From an optimization exercise on the open Yosys and OpenROAD flow, aimed at small area; shortcuts taken in it are not production practice.
Only simulation tests tie the RTL to the original design; equivalence was not proved.
Power is estimated from default activity; no workload was simulated.

--- flow/constraint.sdc ---
create_clock -name core_clock -period 10.0 [get_ports {clk}]
set_input_delay 2.0000 -clock core_clock [delete_from_list [all_inputs] [get_ports {clk}]]
set_output_delay 2.0000 -clock core_clock [all_outputs]
set_load 0.01 [all_outputs]
--- flow/config.mk ---
export PLATFORM = sky130hd
export DESIGN_NAME = romprog_core
export DESIGN_NICKNAME = romprog_core
export VERILOG_FILES = /design/flow/design.v
export SDC_FILE = /design/flow/constraint.sdc
export NUM_CORES = 4
export LEC_CHECK = 0
export CAP_MARGIN = 20
export CORE_MARGIN = 2
export CORE_UTILIZATION = 40
export PLACE_DENSITY = 0.6
export SLEW_MARGIN = 20
--- flow/run.sh ---
#!/bin/bash
# synth_recipe.tcl (not shown) runs the flow's synth.tcl, then flattens the netlist and writes it again
# the make line also repeats each setting of config.mk as NAME=value (left out here)
make -C /OpenROAD-flow-scripts/flow DESIGN_CONFIG=/design/flow/config.mk WORK_HOME=/design/flow/orfs CLKGATE_MAP_FILE= SYNTH_SCRIPT=/design/flow/synth_recipe.tcl finish
--- flow/design.v ---
module romprog_core (
    input  wire        clk,
    input  wire        rst,
    input  wire        rx_valid,
    input  wire [7:0]  rx_data,
    output wire        rx_ready,
    output wire        tx_valid,
    output wire [7:0]  tx_data,
    input  wire        tx_ready,
    output wire        flash_req_valid,
    output reg  [2:0]  flash_op,
    output wire [31:0] flash_addr,
    output wire [7:0]  flash_wdata,
    input  wire        flash_resp_valid,
    input  wire [7:0]  flash_rdata
);
    localparam [2:0] M_RX = 3'd0, M_CHK = 3'd1, M_XPREP = 3'd2, M_XREQ = 3'd3,
                     M_XPOST = 3'd4, M_TOPEN = 3'd5, M_TBODY = 3'd6, M_TCLOSE = 3'd7;
    localparam [1:0] D_IDLE = 2'd0, D_IN = 2'd1, D_ESC = 2'd2;
    reg  [2:0]   main;
    reg  [1:0]   dec;
    reg          tv;         
    reg  [5:0]   cnt;        
    reg  [6:0]   idx;        
    reg  [511:0] ring;
    reg  [7:0]   opc;
    reg  [7:0]   tl;         
    reg  [15:0]  A;          
    reg          hiA;        
    reg  [15:0]  B;          
    reg          hiB;        
    reg  [1:0]   st;
    reg  [15:0]  C;          
    reg  [7:0]   R;          
    wire [7:0] ro = ring[511:504];         
    wire       slot_ok = (cnt == idx[5:0]);
    assign rx_ready = (main == M_RX) && ((dec == D_IDLE) || slot_ok);
    wire take  = rx_valid && rx_ready;
    wire is7E  = (rx_data == 8'h7E);
    wire is7D  = (rx_data == 8'h7D);
    wire full  = (idx == 7'd71);
    wire app   = take && !is7E && !full &&
                 (((dec == D_IN) && !is7D) || (dec == D_ESC));
    wire [7:0] v = rx_data ^ {2'b00, (dec == D_ESC), 5'b00000};
    wire fend  = take && (dec == D_IN) && is7E && (idx != 7'd0);
    wire [6:0] n = idx;
    wire op_ping = (opc == 8'd0), op_id = (opc == 8'd1), op_rd = (opc == 8'd2),
         op_wr = (opc == 8'd3), op_crc = (opc == 8'd4), op_er = (opc == 8'd5),
         op_chip = (opc == 8'd6);
    wire hdr_ok = (n >= 7'd3) && (tl == {1'b0, n}) && (opc <= 8'd6);
    wire len_ok = ((op_ping || op_id || op_chip) && n == 7'd3) ||
                  (op_rd && n == 7'd8) || (op_wr && n >= 7'd8) ||
                  ((op_crc || op_er) && n == 7'd11);
    wire [6:0]  addend = op_rd ? B[6:0] : (n - 7'd7);
    wire [15:0] sum    = A + {9'd0, addend};
    wire        rw     = op_rd || op_wr;
    wire [15:0] E      = rw ? sum : B;
    wire        hiE    = !rw && hiB;
    wire        e_ok   = !hiE && (!E[15] || (E[14:0] == 15'd0));
    wire        rng_ok = !hiA && e_ok && (A < E) &&
                         (!op_er || ((A[11:0] == 12'd0) && (E[11:0] == 12'd0)));
    wire        badlen = op_rd && (B[7] || (B[6] && B[5:0] != 6'd0));
    wire [1:0]  status = (!hdr_ok || !len_ok) ? 2'd1 :
                         badlen ? 2'd3 :
                         ((op_rd || op_wr || op_crc || op_er) && !rng_ok) ? 2'd2 : 2'd0;
    wire [6:0]  rlen   = (status != 2'd0) ? 7'd4 :
                         op_ping ? 7'd11 :
                         (op_id || op_crc) ? 7'd6 :
                         op_rd ? (7'd4 + B[6:0]) : 7'd4;
    wire ringw = op_rd || op_id;
    wire step_a = op_rd || op_wr || op_crc || op_er;
    wire [15:0] A_next = A + (op_er ? 16'd4096 : 16'd1);
    wire last = (step_a && A == B) || (op_id && idx[2:0] == 3'd6) || op_chip;
    assign flash_req_valid = (main == M_XREQ);
    assign flash_addr      = {16'd0, A};
    assign flash_wdata     = R;
    always @(*) begin
        case (opc[2:0])
            3'd1: flash_op = {1'b1, idx[2] & ~idx[1], idx[2] & (idx[1] ^ idx[0])};
            3'd3: flash_op = 3'd1;
            3'd5: flash_op = 3'd2;
            3'd6: flash_op = 3'd3;
            default: flash_op = 3'd0;
        endcase
    end
    function [15:0] crc16_byte;
        input [15:0] c_in;
        input [7:0]  b;
        integer k;
        reg [15:0] c;
        begin
            c = c_in ^ {b, 8'h00};
            for (k = 0; k < 8; k = k + 1)
                c = c[15] ? ((c << 1) ^ 16'h1021) : (c << 1);
            crc16_byte = c;
        end
    endfunction
    assign tx_valid = tv;
    assign tx_data  = R;
    reg [7:0] x;
    always @(*) begin
        case (idx)
            7'd0: x = opc;
            7'd1: x = tl;
            7'd2: x = 8'h00;
            7'd3: x = {6'd0, st};
            default: begin
                if (op_ping) begin
                    case (idx[2:0])
                        3'd4: x = 8'h01;
                        3'd7: x = 8'h80;
                        3'd2: x = 8'h40;
                        default: x = 8'h00;
                    endcase
                end else if (op_crc) x = idx[0] ? C[15:8] : C[7:0];
                else x = ro;
            end
        endcase
    end
    wire R7D   = (R == 8'h7D);
    wire x_esc = (x == 8'h7E) || (x == 8'h7D);
    reg       rwe;
    reg [7:0] rwd;
    always @(*) begin
        rwe = 1'b0;
        rwd = R;
        if (main == M_RX) begin
            rwe = app && slot_ok;
            rwd = v;
        end else if (main == M_XPOST) begin
            rwe = ringw && slot_ok;
        end
    end
    always @(posedge clk)
        ring <= {ring[503:0], rwe ? rwd : ro};
    always @(posedge clk) begin
        if (rst) cnt <= 6'd0;
        else     cnt <= cnt + 6'd1;
    end
    always @(posedge clk) begin
        if (rst) begin
            main <= M_RX;
            dec  <= D_IDLE;
            tv   <= 1'b0;
        end else begin
            case (main)
                M_RX: if (take) begin
                    case (dec)
                        D_IDLE: if (is7E) begin idx <= 7'd0; dec <= D_IN; end
                        D_IN: begin
                            if (is7E) begin
                                if (idx != 7'd0) begin main <= M_CHK; dec <= D_IDLE; end
                            end else if (is7D) dec <= D_ESC;
                            else if (full) begin idx <= 7'd0; dec <= D_IDLE; end
                        end
                        default: begin
                            if (is7E) begin idx <= 7'd0; dec <= D_IN; end
                            else if (full) begin idx <= 7'd0; dec <= D_IDLE; end
                            else dec <= D_IN;
                        end
                    endcase
                    if (app) begin
                        idx <= idx + 7'd1;
                        case (idx)
                            7'd0: begin opc <= v; A <= 16'd0; end
                            7'd1: tl <= v;
                            7'd2: tl[7] <= tl[7] | (v != 8'd0);
                            7'd3: A[7:0] <= v;
                            7'd4: begin A[14:8] <= v[6:0]; hiA <= v[7]; end
                            7'd5, 7'd6: hiA <= hiA | (v != 8'd0);
                            7'd7: B[7:0] <= v;
                            7'd8: B[15:8] <= v;
                            7'd9: hiB <= (v != 8'd0);
                            7'd10: hiB <= hiB | (v != 8'd0);
                            default: ;
                        endcase
                    end
                end
                M_CHK: begin
                    B   <= E;
                    tl  <= {1'b0, rlen};
                    st  <= status;
                    C   <= 16'd0;
                    idx <= op_wr ? 7'd7 : op_rd ? 7'd4 : 7'd3;
                    main <= (status != 2'd0 || op_ping) ? M_TOPEN : M_XPREP;
                end
                M_XPREP: if (!op_wr || slot_ok) begin
                    R <= op_wr ? ro : 8'd0;
                    main <= M_XREQ;
                end
                M_XREQ: if (flash_resp_valid) begin
                    R <= flash_rdata;
                    if (op_crc) C <= crc16_byte(C, flash_rdata);
                    if (step_a) A <= A_next;
                    main <= M_XPOST;
                end
                M_XPOST: if (!ringw || slot_ok) begin
                    idx <= idx + 7'd1;
                    main <= last ? M_TOPEN : M_XPREP;
                end
                M_TOPEN, M_TCLOSE: begin
                    if (!tv) begin
                        R  <= 8'h7E;
                        tv <= 1'b1;
                    end else if (tx_ready) begin
                        tv  <= 1'b0;
                        idx <= 7'd0;
                        main <= (main == M_TOPEN) ? M_TBODY : M_RX;
                    end
                end
                M_TBODY: begin
                    if (!tv) begin
                        if (slot_ok) begin
                            R  <= R7D ? (x ^ 8'h20) : x_esc ? 8'h7D : x;
                            tv <= 1'b1;
                        end
                    end else if (tx_ready) begin
                        tv <= 1'b0;
                        if (!R7D) begin
                            idx <= idx + 7'd1;
                            if (idx + 7'd1 == tl[6:0]) main <= M_TCLOSE;
                        end
                    end
                end
            endcase
        end
    end
endmodule
==> key figures <==
Clocking
  • Skew-Pair Late Insertion Delay: 0.60 ns
  • Post-CTS Hold Buffers: 0
  • # Post-CTS Setup Buffers: 0
  • Longest Clk Path Bufs: 3
  • PostCTS Resize Cnt: 0
  • Clock transition at the registers of the reported paths: 0.07 ns
  • CTS sink cnt: 607
  • CTS tree: built
  • Root buffer cell: clkbuf_16
  • Num CTS Buffers: 56
  • CTS H-tree lvls: 2

Synth
  • Top cells by area, synth: dfxtp_1 58%, edfxtp_1 14%, xnor2_1 3.0%, ha_1 2.3%, nand2_1 1.8%
  • Synth cell types: 75
  • Post-synth top area cell: dfxtp_1
  • Asr flop ratio synth: 0%
  • Yosys reg bits: 607
  • Post-synth top flop: dfxtp_1
  • Ys Warns: 1
  • Post-synth EDFFs: 83
  • Post-synthesis sequential area ratio: 71.3%
  • Synthesized area: 18200 um2
  • Mapped Cells: 1434
  • Synth top area share: 57.6%
  • Mean Syn Cell Area: 12.7 um2

Run status
  • Status: timing/DRC/antenna clean

Timing
  • Setup TNS Final: 0 ns
  • Crit path time final: 7.15 ns
  • Worst hold slack: 0.318 ns
  • Final Skew: 0.0179 ns
  • Fmax: 140 MHz
  • Final Hold Viols: 0
  • Final Slew Violations: 0
  • Final setup viols: 0
  • Worst slew pin tran: 1.09 ns
  • RSZ-0062 raised after global routing: no
  • Final period util: 71.5%
  • Slew headroom: 27.3%
  • PnR worst setup slack: 2.85 ns

Die
  • Die Ht: 217 um
  • Top-Level Pins: 75
  • Die Area: 47200 um2
  • Core Area: 45200 um2
  • Die W: 217 um
  • Starting Density: 40.3%
  • Row cnt: 78

Layout
  • Cell Count, Final, Fillers Out: 2134
  • Most common cell after layout, fill and taps aside: dfxtp_1
  • Share of post-route cells with drive strength above 1: 8.09%
  • Synthesis-to-finish area growth: 16.3%
  • Nets@finish: 1544
  • Commonest non-fill, non-tap cells in the layout: 524 x dfxtp_1, 88 x nand2_1, 83 x edfxtp_1

Detailed routing
  • DR vias: 10437
  • Routed Antenna Nets: 0
  • Vias per cell: 4.89
  • Avg WL per Cell: 17.8 um
  • DR iter-0 viols: 726
  • Initial DRT Pass Iterations: 6
  • Drc violations: 0
  • WL final: 37.9 mm

Setup path
  • Worst path required time: 10.36 ns
  • Data arrival, critical path: 7.51 ns
  • Kind of start point of the critical path: register
  • Cells along the critical path: nand4b_1 -> nor2_1 -> o21ai_0 -> ha_1 -> nand4_1 -> a21oi_1 -> o21ai_0 -> xnor2_1 -> mux2i_1 -> ha_1 -> a21o_1 -> a211o_1 -> a221o_1 -> nor3_2 -> nand4_1 -> o211a_1 -> or4_4 -> o22a_1
  • Slowest cell on the critical path: nand4b_1
  • Worst R2R Setup Slack: 2.85 ns
  • CP peak stage delay: 1.00 ns
  • Critical path class: reg -> reg
  • Crit. End Element: register
  • Critical Path Fanout Max: 20

GRT
  • First-pass GRT wire length: 59.0 mm
  • Met1 Usage GRT: 22.6%
  • Met2 usage: 24.2%
  • Routing usage on met3: 4.28%
  • Gr ovfl total: 0
  • GRT Overall Usage: 16.2%
  • Vias in the first global route: 10203
  • GR peak layer: met2
  • Antenna violations before repair: 1
  • Pin count of the biggest net entering global routing: 36

Placement
  • RePlAce Congestion: 0.916
  • IO Port Bufs: 58
  • Pre-CTS setup slack: 2.87 ns
  • Dpl hpwl: 25.4 mm
  • Cells after DPL: 2030

Power
  • Sw power: 1.08 mW
  • Sequential share of power: 51.3%
  • Overall power: 4.89 mW
  • Switching Fraction: 22.0%
  • Pwr dens: 231 nW/um2
  • Clock share of power: 43.9%
  • Internal power: 3.82 mW
  • Combinational power share: 4.8%
  • Max VDD drop: 0.000185 V
  • Leakage: 7.97 nW

Run
  • Max-Cap Viols: 0

Worst hold path
  • Worst hold path class: reg -> reg
[cell type report]
class | count | area [um2]
Fill cell | 4018 | 24000
Sequential cell | 607 | 13000
Multi-Input combinational cell | 734 | 4770
Clock buffer | 74 | 1590
Tap cell | 600 | 751
Timing Repair Buffer | 70 | 671
Clock inverter | 29 | 328
Inverter | 19 | 71.3
Antenna cell | 1 | 2.50
[critical path, delay by kind of cell (launching register included)]
kind / cells / cell delay [ns]
XOR/XNOR: 1 / 0.14
multiplexers: 1 / 0.28
AND/OR/NAND/NOR: 6 / 2.95
adder cells (fa/ha/maj): 2 / 0.83
flip-flops: 1 / 0.63
AO/OA/AOI/OAI: 8 / 2.06
[power by group through the flow]
stage | Sequential, mW | Combinational, mW | Clock (mW)
after floorplan | 2.55 | 0.173 | 0
after global placement | 2.57 | 0.232 | 0
after detailed placement | 2.57 | 0.232 | 0
after CTS | 2.51 | 0.233 | 2.20
after global routing | 2.51 | 0.257 | 2.30
final | 2.51 | 0.235 | 2.15
[state kept, by name, summed over array words and instances, names as in the netlist, 7 cells and up]
name  cells
idx       7
tl        8
ring    512
C        16
opc       8
B        16
R         8
A        16
[kinds of logic after synthesis]
kind of cell	after synthesis	share of synthesized area, %
flops	607	71.3
fa+ha+maj	35	2.45
simple gates	328	9.11
buf+inv	108	2.90
mux	28	1.56
other cells	1	0.0206
compound gates	232	8.05
xor+xnor	95	4.57
[metrics by stage]
stage	instance area (um2)	util, %
floorplan	18300	-
global placement	19200	42.6
detailed placement	19200	42.6
CTS	21200	46.8
global route	21200	46.8
finish	21200	46.9
[per-layer routing]
layer	wire length [um]	share of wire (%)
met1	17900	47
met2	16100	43
met3	2730	7.2
met4	1120	3.0
met5	0	0
[final timing paths]
kind / start / end / depth (start not counted)
setup reg to reg: opc[2] / tl[2] / 18
setup / recovery: opc[2] / tl[2] / 18
hold reg to reg: ring[475] / ring[483] / 0
hold / removal: ring[475] / ring[483] / 0
[cell usage after synthesis, types with 4 or more instances]
cell type and number:
a211o_1 5, a21boi_0 5, a21o_1 6, a21oi_1 62, a221oi_1 4, a222oi_1 8
a31oi_1 10, and2_1 9, and3_1 10, buf_1 4, buf_2 6, buf_4 28
clkbuf_1 48, dfxtp_1 524, edfxtp_1 83, ha_1 34, inv_1 17, mux2i_1 25
nand2_1 88, nand2b_1 19, nand3_1 29, nand3b_1 5, nand4_1 18, nand4b_1 5
nor2_1 81, nor2b_1 9, nor3_1 17, nor3b_1 4, nor4_1 13, o211ai_1 4
o21a_1 4, o21ai_0 66, o21ai_1 5, o221ai_1 4, o22ai_1 9, o31ai_1 8
or3_1 4, xnor2_1 62, xor2_1 33

what the ideal ports hide:
The results above use ideal ports. As a check the final layout listed here was re-extracted and re-timed, cells and wires unchanged. Step 1: set_driving_cell puts a clkbuf_16 on clk and a buf_2 on each other input, an assumption about the parent block. Step 2, shift: input delay + t, output delay - t, t = (earliest + latest rising clock arrival at the registers) / 2. This alone moves slack from input paths to output paths. Slacks: ideal / step 1 / step 2; pairs: ideal / step 1.
shift t [ns]: 0.647
setup slack, ns: 2.849 / 2.849 / 2.849
hold WS [ns]: 0.318 / 0.318 / 0.318
After both steps setup and hold are still met in this run. The setup slack of this run moves by 0.000 ns with the drivers and by 0.000 ns with both steps.
